Source: an optimization exercise on an open RTL-to-GDS flow (aim: small area, a short achievable clock period and few clock cycles). Production flows keep margins and buffers that such runs may drop.
In this exercise RTL edits were held to simulation tests only and were not proved equivalent to the original.
Power figures rest on the tool's default switching activity, not on a simulated workload.

== v18 ==
Design gfce_codec, start of the top module:
module gfce_codec (
    input  wire       clk,
    input  wire       rst,
    input  wire       tx_req_valid,
    output wire       tx_req_ready,
    input  wire [7:0] tx_req_dest,
    input  wire [7:0] tx_req_cmd,
    input  wire [7:0] tx_req_plen,
    input  wire       tx_pl_valid,
    output wire       tx_pl_ready,
    input  wire [7:0] tx_pl_data,
    output wire       tx_out_valid,
    input  wire       tx_out_ready,
    output wire [7:0] tx_out_data,
    output wire       tx_done,
    output wire [3:0] tx_done_status,
    output wire [7:0] tx_done_inserted,
    input  wire       rx_in_valid,
    output wire       rx_in_ready,
    input  wire [7:0] rx_in_data,
    output wire       rx_pl_valid,
    output wire [7:0] rx_pl_data,
    output wire       rx_done,
    output wire [3:0] rx_status,
    output wire [7:0] rx_dest,
    output wire [7:0] rx_len,
    output wire [7:0] rx_src,
    output wire [7:0] rx_cmd
);
Settings: LEC_CHECK=0, CAP_MARGIN=20, CORE_MARGIN=2, CORE_UTILIZATION=40, SLEW_MARGIN=20; clock period 4.0 ns.
run.sh (not shown) runs the stock make flow with config.mk's settings and CLKGATE_MAP_FILE= SYNTH_SCRIPT=/design/flow/synth_recipe.tcl, a recipe that flattens the netlist after the stock synthesis.
v18: full flow OK, the timing, design-rule and antenna checks passed
Testbench counts of v18, summed over its fixed seeds: cycles 18,389.
What v47 does differently from v18 at the input level:
# v18
export LEC_CHECK = 0
export CAP_MARGIN = 20
export CORE_MARGIN = 2
export CORE_UTILIZATION = 40
export SLEW_MARGIN = 20
create_clock -name core_clock -period 4.0 [get_ports {clk}]
# v47
export LEC_CHECK = 0
export CAP_MARGIN = 20
export CORE_MARGIN = 2
export CORE_UTILIZATION = 40
export SETUP_SLACK_MARGIN = 2.0
export SLEW_MARGIN = 20
create_clock -name core_clock -period 4.0 [get_ports {clk}]
Findings:
v47 ended up with a lower worst hold margin than v18 did.
Start point of the critical path: u_tx.state[1] -> v18, u_tx.state[0] -> v47
v47 vs v18: non-filler instance count after layout up by more than 10%
Relative to v18, the final cell area reported for v47 is higher.
Going from v18 to v47, minimum period implied by the final worst setup slack dropped 0.80 ns; share of total power in the clock network dropped 5.6 points.
Input-level comparison between v16 and v47:
# v47
export LEC_CHECK = 0
export CAP_MARGIN = 20
export CORE_MARGIN = 2
export CORE_UTILIZATION = 40
export SETUP_SLACK_MARGIN = 2.0
export SLEW_MARGIN = 20
create_clock -name core_clock -period 4.0 [get_ports {clk}]
# v16
export LEC_CHECK = 0
export CAP_MARGIN = 20
export CORE_MARGIN = 2
export CORE_UTILIZATION = 40
export SETUP_SLACK_MARGIN = 1.5
export SLEW_MARGIN = 20
create_clock -name core_clock -period 4.0 [get_ports {clk}]
### Flow results
- Measured against each other, v16 and v47 differ in final critical-path setup slack, the higher figure coming from v16.
- The lower total of cells resized after clock tree synthesis of v16 and v47 is in v16.
- End point of the critical path = u_rx.st[2]: v16; end point of the critical path = u_tx.inserted[0]: v47
- Looking only at met3 usage in global routing, and setting everything else aside, the higher value of v16 and v47 goes to v47.
- Compared with v47, v16 shows a lower fraction of area in multi-input gates.

========
## try-delta
gfce_codec, a different RTL version from the one above (not shown whole).
Size in the first run: about 150 flip-flops, ~120 I/O pins, roughly 6900 sq um of cells after synthesis.
export LEC_CHECK = 0
export CAP_MARGIN = 20
export CORE_MARGIN = 2
export CORE_UTILIZATION = 40
export CTS_BUF_LIST = sky130_fd_sc_hd__clkbuf_8
export SETUP_SLACK_MARGIN = 1.8
export SLEW_MARGIN = 20
create_clock -name core_clock -period 4.0 [get_ports {clk}]
standard.sh (not shown) runs the stock make flow with config.mk's settings and CLKGATE_MAP_FILE= SYNTH_SCRIPT=/design/flow/synth_recipe.tcl, a recipe that flattens the netlist after the stock synthesis.
==> flow/flow/run.sh <==
#!/bin/bash
set -euo pipefail
export BUFFER_PORTS_ARGS="-buffer_cell sky130_fd_sc_hd__buf_1"
bash standard.sh > standard_flow.log 2>&1
Testbench counts of try-delta, summed over its fixed seeds: cycles 18,293.
Inputs modified between try-delta and try-raven:
- SETUP_SLACK_MARGIN changed from 1.8 to 2.0
Findings:
- From try-delta to try-raven the numbers moved as follows: total instance count after detailed placement shows no meaningful change; clock tree cell share of total cell area went up.
- Max freq try-delta -> try-raven: improved
- Of the two values seen for termination of the worst setup path, tx_done was produced by try-raven and tx_req_ready by try-delta.
- Summary: with try-delta as the reference, post-route total power in try-raven moved up by a few percent.
- On routed wire length, try-delta and try-raven are basically level.
- Of try-delta and try-raven, try-delta shows the lower non-clock buffer count, with try-raven above it.
- Final period demand of the worst path ended up 0.076 ns lower on try-raven than on try-delta.
- try-raven closes out successfully: all stages finished, all timing, DRC and antenna checks passed.
Relative to try-raven, the following input files were edited for try-cedar:
- SETUP_SLACK_MARGIN: 2.0 -> 1.95
- CORE_UTILIZATION: 40 -> 38
--- a/flow/flow/run.sh
+++ b/flow/flow/run.sh
@@ -3,0 +4 @@
+export CTS_ARGS="-sink_clustering_enable -repair_clock_nets -buf_list sky130_fd_sc_hd__clkbuf_8 -dont_use_dummy_load"
[summary]
- Diff try-raven..try-cedar | critical path depth in cells | unchanged
- Minimum clock period after layout in try-cedar vs try-raven: up 0.0036 ns
- Between try-cedar and try-raven, it is try-cedar whose area growth from synthesis to layout is lower, by 3.5 points.
For try-harbor, these inputs were changed with respect to try-cedar:
- swapping 1.95 for 1.9 in SETUP_SLACK_MARGIN
- swapping 38 for 35 in CORE_UTILIZATION
- putting TNS_END_PERCENT at 0 where nothing was set
--- outcome ---
- try-cedar has a lower total number of placement rows than try-harbor.
- Between try-harbor and try-cedar, area growth from synthesis to layout is higher for try-cedar, try-harbor comes in under that.
- Relative to try-cedar, met3 routing resource usage after global routing has increased by 0.41 points in try-harbor.
- Result for try-harbor and try-cedar: all clean
- Of try-harbor and try-cedar, try-harbor shows the higher sequential share of power, with try-cedar below it.
- The lower shortest period the worst path allows came out of try-cedar.
- The lower met2 track demand over resource in global routing came out of try-harbor.
- Design area: try-harbor < try-cedar
- Wire: try-harbor routes less than try-cedar
The inputs of try-garnet differ from those of try-harbor as listed below.
- TNS_END_PERCENT removed (was 0)
- GPL_TIMING_DRIVEN newly set to 0
- CORE_UTILIZATION changed from 35 to 40
- SETUP_SLACK_MARGIN changed from 1.9 to 1.8
==> flow/flow/run.sh <==
#!/bin/bash
set -euo pipefail
export BUFFER_PORTS_ARGS="-buffer_cell sky130_fd_sc_hd__buf_1"
bash standard.sh > standard_flow.log 2>&1
==> comparison <==
try-garnet vs try-harbor — sum of routed wire segments on met1 rose about 4.4%. Max final cell count across try-garnet and try-harbor: try-garnet. Compared to try-harbor, the routing of try-garnet uses more wire. try-garnet ended up with a higher hold slack than try-harbor did. try-garnet went all the way through the flow, and no timing, DRC or antenna check failed. Cmp try-garnet and try-harbor / first-pass GRT wire length / lower: try-harbor.
#### Input delta (try-willow over try-garnet)
- a deleted GPL_TIMING_DRIVEN that had been 0
- a change of SETUP_SLACK_MARGIN from 1.8 to 1.9
- a change of CORE_UTILIZATION from 40 to 30
--- outcome ---
Of try-willow and try-garnet, the higher die area belongs to try-willow.
try-willow against try-garnet: shortest clock period the worst path allows after layout -0.057 ns, relative area change from synthesis to final layout went up, power shrank by about 1.7%, total vias in the final route -4.1%, combinational group share of total power saw an increase.
try-willow ends up with a met2 global-route usage that is 8.4 points lower than in try-garnet.
Worst setup slack for try-willow: 0.057 ns up relative to try-garnet
Going from try-garnet to try-willow, final cell area excluding filler cells +33 sq um; wire length after detailed routing -about 1.7%.

port drivers added, routing unchanged:
No port has a modelled driver above. Below, the same layouts with a new extraction and two added sets of constraints.
Step 1, drivers: a clkbuf_16 drives clk and a buf_2 each remaining input, both assumed.
Step 2 also shifts input and output timing later by t, the mid clock arrival at the registers, as if the neighbouring blocks saw the same clock.
Slacks: ideal ports / drivers / drivers and shift; pairs: ideal ports / drivers.
| run | shift t [ns] | setup WS [ns] | hold WS [ns] |
|---|---|---|---|
| v18 | 0.461 | 0.575 / 0.529 / 0.443 | 0.509 / 0.509 / 0.509 |
| v47 | 0.472 | 1.371 / 1.371 / 0.922 | 0.500 / 0.500 / 0.500 |
| v16 | 0.462 | 1.450 / 1.450 / 1.048 | 0.520 / 0.520 / 0.520 |
| try-delta | 0.498 | 1.900 / 1.860 / 1.442 | 0.455 / 0.455 / 0.455 |
| try-raven | 0.465 | 1.976 / 1.913 / 1.558 | 0.447 / 0.447 / 0.447 |
| try-cedar | 0.460 | 1.973 / 1.954 / 1.530 | 0.461 / 0.461 / 0.461 |
| try-harbor | 0.473 | 1.895 / 1.852 / 1.477 | 0.439 / 0.439 / 0.439 |
| try-garnet | 0.489 | 1.886 / 1.847 / 1.464 | 0.462 / 0.462 / 0.462 |
| try-willow | 0.483 | 1.944 / 1.925 / 1.473 | 0.468 / 0.468 / 0.468 |
After both steps setup and hold are still met in every run listed. The setup slack of try-willow, which loses most, moves by -0.019 ns with the drivers and by -0.471 ns with both steps.
